From an optimization exercise on the open Yosys and OpenROAD flow, aimed at small area, a short achievable clock period and few clock cycles; shortcuts taken in it are not production practice.
Only the layout flow was run in this run; the RTL was not checked for function there.
Power is estimated from default activity; no workload was simulated.

--- config.mk ---
export PLATFORM = sky130hd
export DESIGN_NAME = codec_core
export DESIGN_NICKNAME = codec_core
export VERILOG_FILES = /design/flow/design.v
export SDC_FILE = /design/flow/constraint.sdc
export NUM_CORES = 4
export LEC_CHECK = 0
export ABC_AREA = 1
export CAP_MARGIN = 20
export CORE_MARGIN = 2
export CORE_UTILIZATION = 40
export SETUP_SLACK_MARGIN = 2.4
export SLEW_MARGIN = 20
export TNS_END_PERCENT = 5
--- constraint.sdc ---
create_clock -name core_clock -period 5.0 [get_ports {clk}]
set_input_delay 1.0000 -clock core_clock [delete_from_list [all_inputs] [get_ports {clk}]]
set_output_delay 1.0000 -clock core_clock [all_outputs]
set_load 0.01 [all_outputs]
--- design.v ---
module codec_core (
    input             clk,
    input             rst,
    input             cmd_valid,
    output            cmd_ready,
    input      [7:0]  cmd_opc,
    input      [4:0]  cmd_width,
    input      [15:0] cmd_len,
    input      [15:0] cmd_count,
    input             in_valid,
    output            in_ready,
    input      [15:0] in_data,
    output            out_valid,
    input             out_ready,
    output     [15:0] out_data,
    output            done,
    output            err,
    output     [3:0]  err_code,
    output     [15:0] err_info
);
    reg        busy;       
    reg        fin;        
    reg        skip;       
    reg        enc, dec, qd, qu, pk, up;   
    reg [4:0]  w;          
    reg [3:0]  p;          
    reg [3:0]  amt;        
    reg [15:0] in_left;    
    reg [15:0] cnt;        
    reg [15:0] W0;         
    reg        ld;         
    reg        tl;         
    reg        rn;         
    reg        inz;        
    reg        cntz;       
    reg [4:0]  ps;         
    reg        err_r;
    reg        c_w;        
    reg        c_r;        
    reg        ov;
    reg [15:0] od;
    wire is_q   = qd | qu;
    wire is_rle = enc | dec;
    wire left   = pk | qu;
    wire work = busy & ~fin;
    wire room = ~ov | out_ready;
    wire [15:0] mask;      
    wire [15:0] gep;       
    wire [15:0] lts;       
    genvar j;
    generate
        for (j = 0; j < 16; j = j + 1) begin : g_th
            assign mask[j] = w > j;
            assign gep[j]  = p <= j;
            assign lts[j]  = ps[3:0] > j;
        end
    endgenerate
    wire [4:0]  sum2  = {1'b0, ps[3:0]} + w;    
    wire        crs   = ps[4];                  
    wire        need  = ps[4] & (|ps[3:0]);     
    wire [15:0] m2    = up ? {16{~inz}} : {16{~tl}};
    wire [15:0] k_in  = crs ? gep : (gep & lts);
    wire [15:0] k_out = crs ? (lts & ~gep) : 16'd0;
    wire [15:0] selw  = up ? (gep & {16{ld}}) : {16{enc | (dec & ~ld)}};
    wire [15:0] flip  = {qd, 5'd0, qu, 9'd0};
    wire [15:0] X     = (selw & W0) | (~selw & ((in_data & m2) ^ flip));
    wire [15:0] r1    = amt[0] ? {X[0],     X[15:1]}  : X;
    wire [15:0] r2    = amt[1] ? {r1[1:0],  r1[15:2]} : r1;
    wire [15:0] r4    = amt[2] ? {r2[3:0],  r2[15:4]} : r2;
    wire [15:0] R     = amt[3] ? {r4[7:0],  r4[15:8]} : r4;
    wire [15:0] bp_out = left ? ((k_in & R) | (~gep & W0)) : (R & mask);
    wire bad  = |(in_data & ~mask);
    wire same = (in_data[7:0] == W0[7:0]) & ~cntz;
    wire [15:0] in_left_m1 = in_left - 16'd1;
    wire [15:0] cnt_m1     = cnt - 16'd1;
    wire        in1        = in_left == 16'd1;
    wire        cnt1       = cnt == 16'd1;
    wire mA = work & ~inz & (skip | ((up | dec) & cntz));
    wire mB = work & ~inz & (is_q | (pk & ~tl) | (up & ~cntz & (~ld | crs)) |
                             (dec & ~cntz & (ld | cnt1)) | (enc & ~tl));
    wire in_rdy = mA | (mB & room);
    wire take   = in_valid & in_rdy;
    wire em_r  = work & ((pk & tl) | (up & ~cntz & ((ld & ~crs) | inz)) | (dec & ~ld & ~cntz) |
                         (enc & (tl | ld)) | (enc & ~tl & ~ld & inz & rn));
    wire em_rv = work & up & ~cntz & (~ld | crs) & ~inz;
    wire em_t  = work & (is_q | (pk & ~tl & (crs | in1)) | (dec & ld & ~cntz));
    wire em_tb = work & enc & ~tl & ~ld & rn;
    wire emit  = (room & (em_r | (em_rv & in_valid))) | (take & (em_t | (em_tb & ~same)));
    wire f_1  = work & ((skip & inz) | (is_q & inz) | (pk & ~tl & inz) | (up & cntz & inz) |
                        (dec & ~ld & cntz & inz) | (enc & ~tl & ~ld & inz & ~rn));
    wire f_v  = work & ((skip & in1) | (up & cntz & in1));
    wire f_t  = work & ((is_q & in1) | (pk & ~tl & in1 & ~need) | (dec & ld & in1 & (cntz | cnt1)));
    wire f_r  = work & ((pk & tl) | (up & ~cntz & cnt1 & inz) | (dec & ~ld & ~cntz & cnt1 & inz) |
                        (enc & ld & ~tl & inz & ~rn));
    wire f_rv = work & up & ~cntz & cnt1 & (~ld | crs) & in1;
    wire finish = f_1 | (in_valid & f_v) | (take & f_t) | (room & (f_r | (f_rv & in_valid)));
    wire ecnt     = enc & (tl | ~ld);
    wire cmd_rdy  = ~busy & (~fin | room);
    wire cmd_fire = cmd_valid & cmd_rdy;
    wire c_bp     = cmd_opc[5];
    wire c_q      = cmd_opc[4];
    wire c_dir    = cmd_opc[1];
    wire wbad     = cmd_width == 5'd0 || cmd_width > 5'd16;
    wire skip_c   = (c_bp & wbad) | (~c_bp & ~c_q & c_dir & cmd_len[0]);
    wire c_enc    = ~skip_c & ~c_bp & ~c_q & ~c_dir;
    wire c_dec    = ~skip_c & ~c_bp & ~c_q &  c_dir;
    wire c_qd     = ~skip_c & c_q & ~c_dir;
    wire c_qu     = ~skip_c & c_q &  c_dir;
    wire c_pk     = ~skip_c & c_bp & ~c_dir;
    wire c_up     = ~skip_c & c_bp &  c_dir;
    wire c_inz    = cmd_len == 16'd0;
    wire c_cntz   = ~c_up | (cmd_count == 16'd0);
    wire e_brk   = take & ~same & enc & ~tl & rn;
    wire e_tail  = room & work & enc & ~tl & ~ld & inz & rn;
    wire e_start = take & enc & ~rn;
    wire e_ext   = take & same & enc & rn;
    wire d_load  = take & dec & ~ld;
    wire c_dec1  = (emit & (up | dec)) | e_ext | (take & (qu | pk) & ~err_r) | (take & skip & ~c_w);
    wire step    = (take & pk & ~tl) | (emit & up & ~cntz);
    reg inz_n, cntz_n, ld_n, tl_n, rn_n;
    always @* begin
        inz_n  = inz;
        cntz_n = cntz;
        ld_n   = ld;
        tl_n   = tl;
        rn_n   = rn;
        if (cmd_fire) begin
            inz_n  = c_inz;
            cntz_n = c_cntz;
            ld_n   = 1'b0;
            tl_n   = 1'b0;
            rn_n   = 1'b0;
        end else begin
            if (take) begin
                inz_n = in1;
            end
            if (d_load) begin
                cntz_n = in_data[7:0] == 8'd0;
            end else if (e_start | e_brk) begin
                cntz_n = 1'b0;
            end else if (c_dec1) begin
                cntz_n = cnt1;
            end
            if (pk) begin
                if (tl) begin
                    if (room) tl_n = 1'b0;
                end else if (take & in1 & need)
                    tl_n = 1'b1;
            end
            if (up & ~cntz & ~ld & emit)
                ld_n = ~crs;
            if (dec & take)
                ld_n = ~ld;
            if (enc) begin
                if (e_start)
                    rn_n = 1'b1;
                else if (e_tail)
                    rn_n = 1'b0;
                if (tl) begin
                    if (room) tl_n = 1'b0;
                end else if (ld) begin
                    if (e_brk) tl_n = 1'b1;
                    else if (room) ld_n = 1'b0;
                end else if (e_brk | e_tail)
                    ld_n = 1'b1;
            end
        end
    end
    wire busy_n = cmd_fire | (busy & ~(work & finish));
    wire fin_n  = (work & finish) | (fin & ~room);
    always @(posedge clk) begin
        if (rst) begin
            busy <= 1'b0;
            fin  <= 1'b0;
            ov   <= 1'b0;
        end else begin
            busy <= busy_n;
            fin  <= fin_n;
            ov   <= emit | (ov & ~out_ready);
        end
        inz  <= inz_n;
        cntz <= cntz_n;
        ld   <= ld_n;
        tl   <= tl_n;
        rn   <= rn_n;
        if (emit)
            od <= ecnt ? {8'd0, ~cnt[7:0]} : bp_out;
        if (cmd_fire) begin
            enc   <= c_enc;
            dec   <= c_dec;
            qd    <= c_qd;
            qu    <= c_qu;
            pk    <= c_pk;
            up    <= c_up;
            w     <= c_q ? 5'd10 : c_bp ? cmd_width : 5'd8;
            skip  <= skip_c;
            err_r <= skip_c;
            c_w   <= c_bp & wbad;
            c_r   <= c_bp | c_q;
        end else if (take & (qu | pk) & bad)
            err_r <= 1'b1;
        if (cmd_fire)
            in_left <= cmd_len;
        else if (take)
            in_left <= in_left_m1;
        if (cmd_fire) begin
            p    <= c_q ? 4'd6 : (~c_bp & ~c_dir) ? 4'd8 : 4'd0;
            amt  <= c_q ? (c_dir ? 4'd10 : 4'd6) : (~c_bp & ~c_dir) ? 4'd8 : 4'd0;
            ps   <= c_bp ? cmd_width : 5'd16;
        end else if (step) begin
            p    <= ps[3:0];
            amt  <= up ? ps[3:0] : 4'd0 - ps[3:0];
            ps   <= sum2;
        end
        if (cmd_fire)
            cnt <= ({16{c_up}} & cmd_count) | {{11{skip_c}}, {5{skip_c}} & ~(cmd_width & {5{c_bp}})};
        else if (d_load)
            cnt <= {8'd0, in_data[7:0]};
        else if (e_start | e_brk)
            cnt <= 16'h00FE;
        else if (c_dec1)
            cnt <= cnt_m1;
        if (cmd_fire)
            W0 <= 16'd0;
        else if (take & pk & ~tl)
            W0 <= crs ? (R & k_out) : bp_out;
        else if (e_tail | (up & ~cntz & emit & (crs | ~ld)) | (is_rle & take)) begin
            W0[7:0]  <= in_data[7:0] & {8{~inz}};
            W0[15:8] <= (e_brk | e_tail) ? W0[7:0] : (in_data[15:8] & {8{~inz}});
        end
    end
    assign cmd_ready = cmd_rdy;
    assign in_ready  = in_rdy;
    assign out_valid = ov;
    assign out_data  = od;
    assign done      = fin & room;
    assign err       = err_r;
    assign err_code  = {~c_w & c_r, 1'b0, c_w, ~c_w};
    assign err_info  = ~cnt;
endmodule
--- flow/run.sh ---
#!/bin/bash
# Standard synthesis, then the standard ORFS layout steps, with buf_2 port
# buffers in place of the platform's default delay-cell buffers.
set -euo pipefail
bash standard.sh synth > synth.log 2>&1
bash standard.sh "BUFFER_PORTS_ARGS=-buffer_cell sky130_fd_sc_hd__buf_2" finish > layout.log 2>&1
--- standard.sh ---
#!/bin/bash
# synth_recipe.tcl (not shown) runs the flow's synth.tcl, then flattens the netlist and writes it again
# the make line also repeats each setting of config.mk as NAME=value (left out here)
make -C /OpenROAD-flow-scripts/flow DESIGN_CONFIG=/design/flow/config.mk WORK_HOME=/design/flow/orfs CLKGATE_MAP_FILE= SYNTH_SCRIPT=/design/flow/synth_recipe.tcl "${@:-finish}"
==> impl_metrics.toml <==
[status]
status = "no timing/DRC/antenna violations"

[floorplan]
initial_core_util = 0.4059
core_area_um2 = 20890
dieArea_um2 = 22380
ios = 107
die_w_um = 149.6
rows = 53
die_h_um = 149.6

[finish]
layout_common_cells = "275 x nand2_1, 230 x nand3_1, 125 x inv_1"
regArea_um2 = 2754
final_util = 0.4960
areaGrowthSynthToFinish_pct = 22.18
drive_above_1_share = 0.1952
num-nets-final = 1477
multiInputGateArea_um2 = 5355
diodes = 0
fillers = 2161
final_cells = 1679
layout_commonest_cell = "nand2_1"

[pwr]
p_leak_uw = 0.004602
power_density_nw_per_um2 = 301.4
p_total_uw = 3122
peakVddDrop_mv = 0.1788

[synthesis]
synth_edf_count = 77
ys.flop_type = "edfxtp_1"
seq_area_frac_synth = 0.3246
synth.net_count = 1354
postSynthCellCount = 1276
synth_area_um2 = 8479
avgSynthCellArea_um2 = 6.645
async_flop_share = 0
synth.distinct_cells = 59
synth.ff_latch_count = 99
ys_warn_count = 1

[sta]
slew_violations = 0
setup_viol = 0
fin_skew_ps = 9.430
relSlewSlack = 0.5191
min_period_ps = 2935
hold-worst-slack_ps = 460.2
fin_crit_sh = 0.5870
worstMarginPinSlew_ps = 721.3
hold_viol_final = 0
fin_setup_tns_ps = 0
max_freq_ghz = 0.3407
grt_setup_unrepaired = "yes"

[clocking]
clock_sinks = 99
cts_buffers = 9
htreeDepth = 3
worstSkewPairLatency_ps = 360
root_buffer = "clkbuf_16"
cts_max_path_buffers = 2
clkTransAtPathRegs_ps = 70
cts_tree = "built"

[grt]
grt_pass1_vias = 8884
antenna_found_initial = 0
gr-total-overflow = 0
grt_pass1_wl_um = 51740
grt_max_degree = 35
grtUsageTotal = 0.3104

[critical_path]
cp-end-kind = "output port"
cp.required_ps = 4000
worstPathMaxFanout = 3
critPathKind = "reg2out"
startpoint_type = "flop"
critPathArrivalTime_ps = 1930

[placement]
port_buffers = 100
dp_hpwl_um = 25630
place.gp.congestion = 0.9903
place_inst = 1606

[detailed_routing]
wire_per_inst_um = 20.87
drt.antenna.violating_nets = 0
first_pass_iters = 5
drc = 0
wirelength_um = 35040
dr.first_iter.drc_count = 944
via_count = 9623
vias_per_cell = 5.731

[run]
maxCapViolCount = 0

[worst_hold_path]
hold_path_class = "reg2reg"
==> per-stage QoR <==
step           setup slack, ps  instance area, um2
2_1_floorplan             2267                8519
3_3_place_gp              1494                9149
3_5_place_dp              1494                9149
4_1_cts                   2016               10050
5_1_grt                   1955               10360
6_report                  2065               10360
==> Yosys cell counts (9+ instances only) <==
library cell    n  area [um2]
clkbuf_1       23       86.33
o21ai_1        27       135.1
nor4_1         10       62.56
o21ai_0        68       340.3
nor3_1         23       115.1
nand2_1       285        1070
o211ai_1        9       67.56
nor2_1        107       401.6
nand3_1       237        1186
nand2_2        15       93.84
inv_1         131       491.7
buf_1          10       37.54
xor2_1         19       166.4
ha_1           11       137.6
a21oi_1        62       310.3
dfxtp_1        22       440.4
a31oi_1        11       68.82
inv_2          13       48.80
nand4_1        17       106.4
edfxtp_1       77        2312
==> flip-flops by register name, indices dropped and copies added, names as in the netlist, 3 cells and up <==
| signal | count |
|---|---|
| in_left | 16 |
| cnt | 16 |
| ps | 5 |
| w | 5 |
| p | 4 |
| W0 | 16 |
| od | 16 |
| amt | 3 |
==> critical path, stage by stage (launching register included) <==
cell and delay, ps:
edfxtp_1 390, inv_2 100, ha_4 130, inv_2 40, nor2_2 60, nand4_1 160, o21ai_1 180, nand2_1 90
nand2_1 80, nand2_2 60, a21oi_4 170, buf_6 130
==> final timing paths <==
kind | to | depth (start not counted) | startpoint | slack [ps]
worst min register to register | busy | 2 | busy | 460
worst max register to register | W0[11] | 16 | up | 2190
worst min-delay path | busy | 2 | busy | 460
worst max-delay path | in_ready | 11 | cnt[1] | 2070
==> where the power goes <==
group | internal [uW] | switching (uW)
sequential | 1020 | 127
clock | 367 | 332
combinational | 422 | 850
total | 1810 | 1310
==> repair_timing <==
item,in CTS,in global routing
pin swaps,12,10
hold buffers,0,0
buffers inserted,38,12
endpoints found under the setup margin,117,152
gates resized for setup,55,37
gates cloned,5,2
==> cell type report <==
type | instances | share of cell area
timing repair inverter | 1 | 0.0004831
timing repair buffer | 158 | 0.09916
sequential | 99 | 0.2658
tap | 275 | 0.03321
clock inverter | 3 | 0.002295
multi-input combinational | 981 | 0.5169
inverter | 149 | 0.05700
clock buffer | 13 | 0.02512
==> cell families (layout without fill, tap and decap cells) <==
logic type,count (synthesis),count (layout),synth area share
compound gates,222,222,0.1505
xor+xnor,26,26,0.02686
fa+ha+maj,12,12,0.01859
buf+inv,202,324,0.09931
flops,99,99,0.3246
other cells,1,1,0.0004422
simple gates,714,720,0.3797
==> routing by layer <==
metal / wire (um) / share of wire / GRT usage / up-vias
met5: 0 / 0 / 0 / -
met4: 2584 / 0.074 / 0.2071 / 0
met3: 2073 / 0.059 / 0.03079 / 120
met2: 15970 / 0.46 / 0.4945 / 420
met1: 14410 / 0.41 / 0.3995 / 4479
li1: - / - / - / 4604

==> separate check: timing with driven ports <==
How much do the figures lean on ideal ports? The routed layout below was timed once more, with nothing changed but the port constraints.
Step 1, drivers: a clkbuf_16 drives clk and a buf_2 each remaining input, both assumed.
Step 2 times the ports against the registers' clock, not the clock port: input delays grow and output delays shrink by t, the midpoint of the rising clock arrivals with the driver on.
Three values: ideal ports, drivers, drivers and shift; two values: the first two.
t, ns: 0.401
setup WS [ns]: 2.065 / 2.016 / 1.822
hold WS [ns]: 0.460 / 0.460 / 0.460
clock arrival spread, ns: 0.010 / 0.009
cell pins on the clock port's net: 1
After both steps setup and hold are still met in this run. The setup slack of this run moves by -0.049 ns with the drivers and by -0.243 ns with both steps.
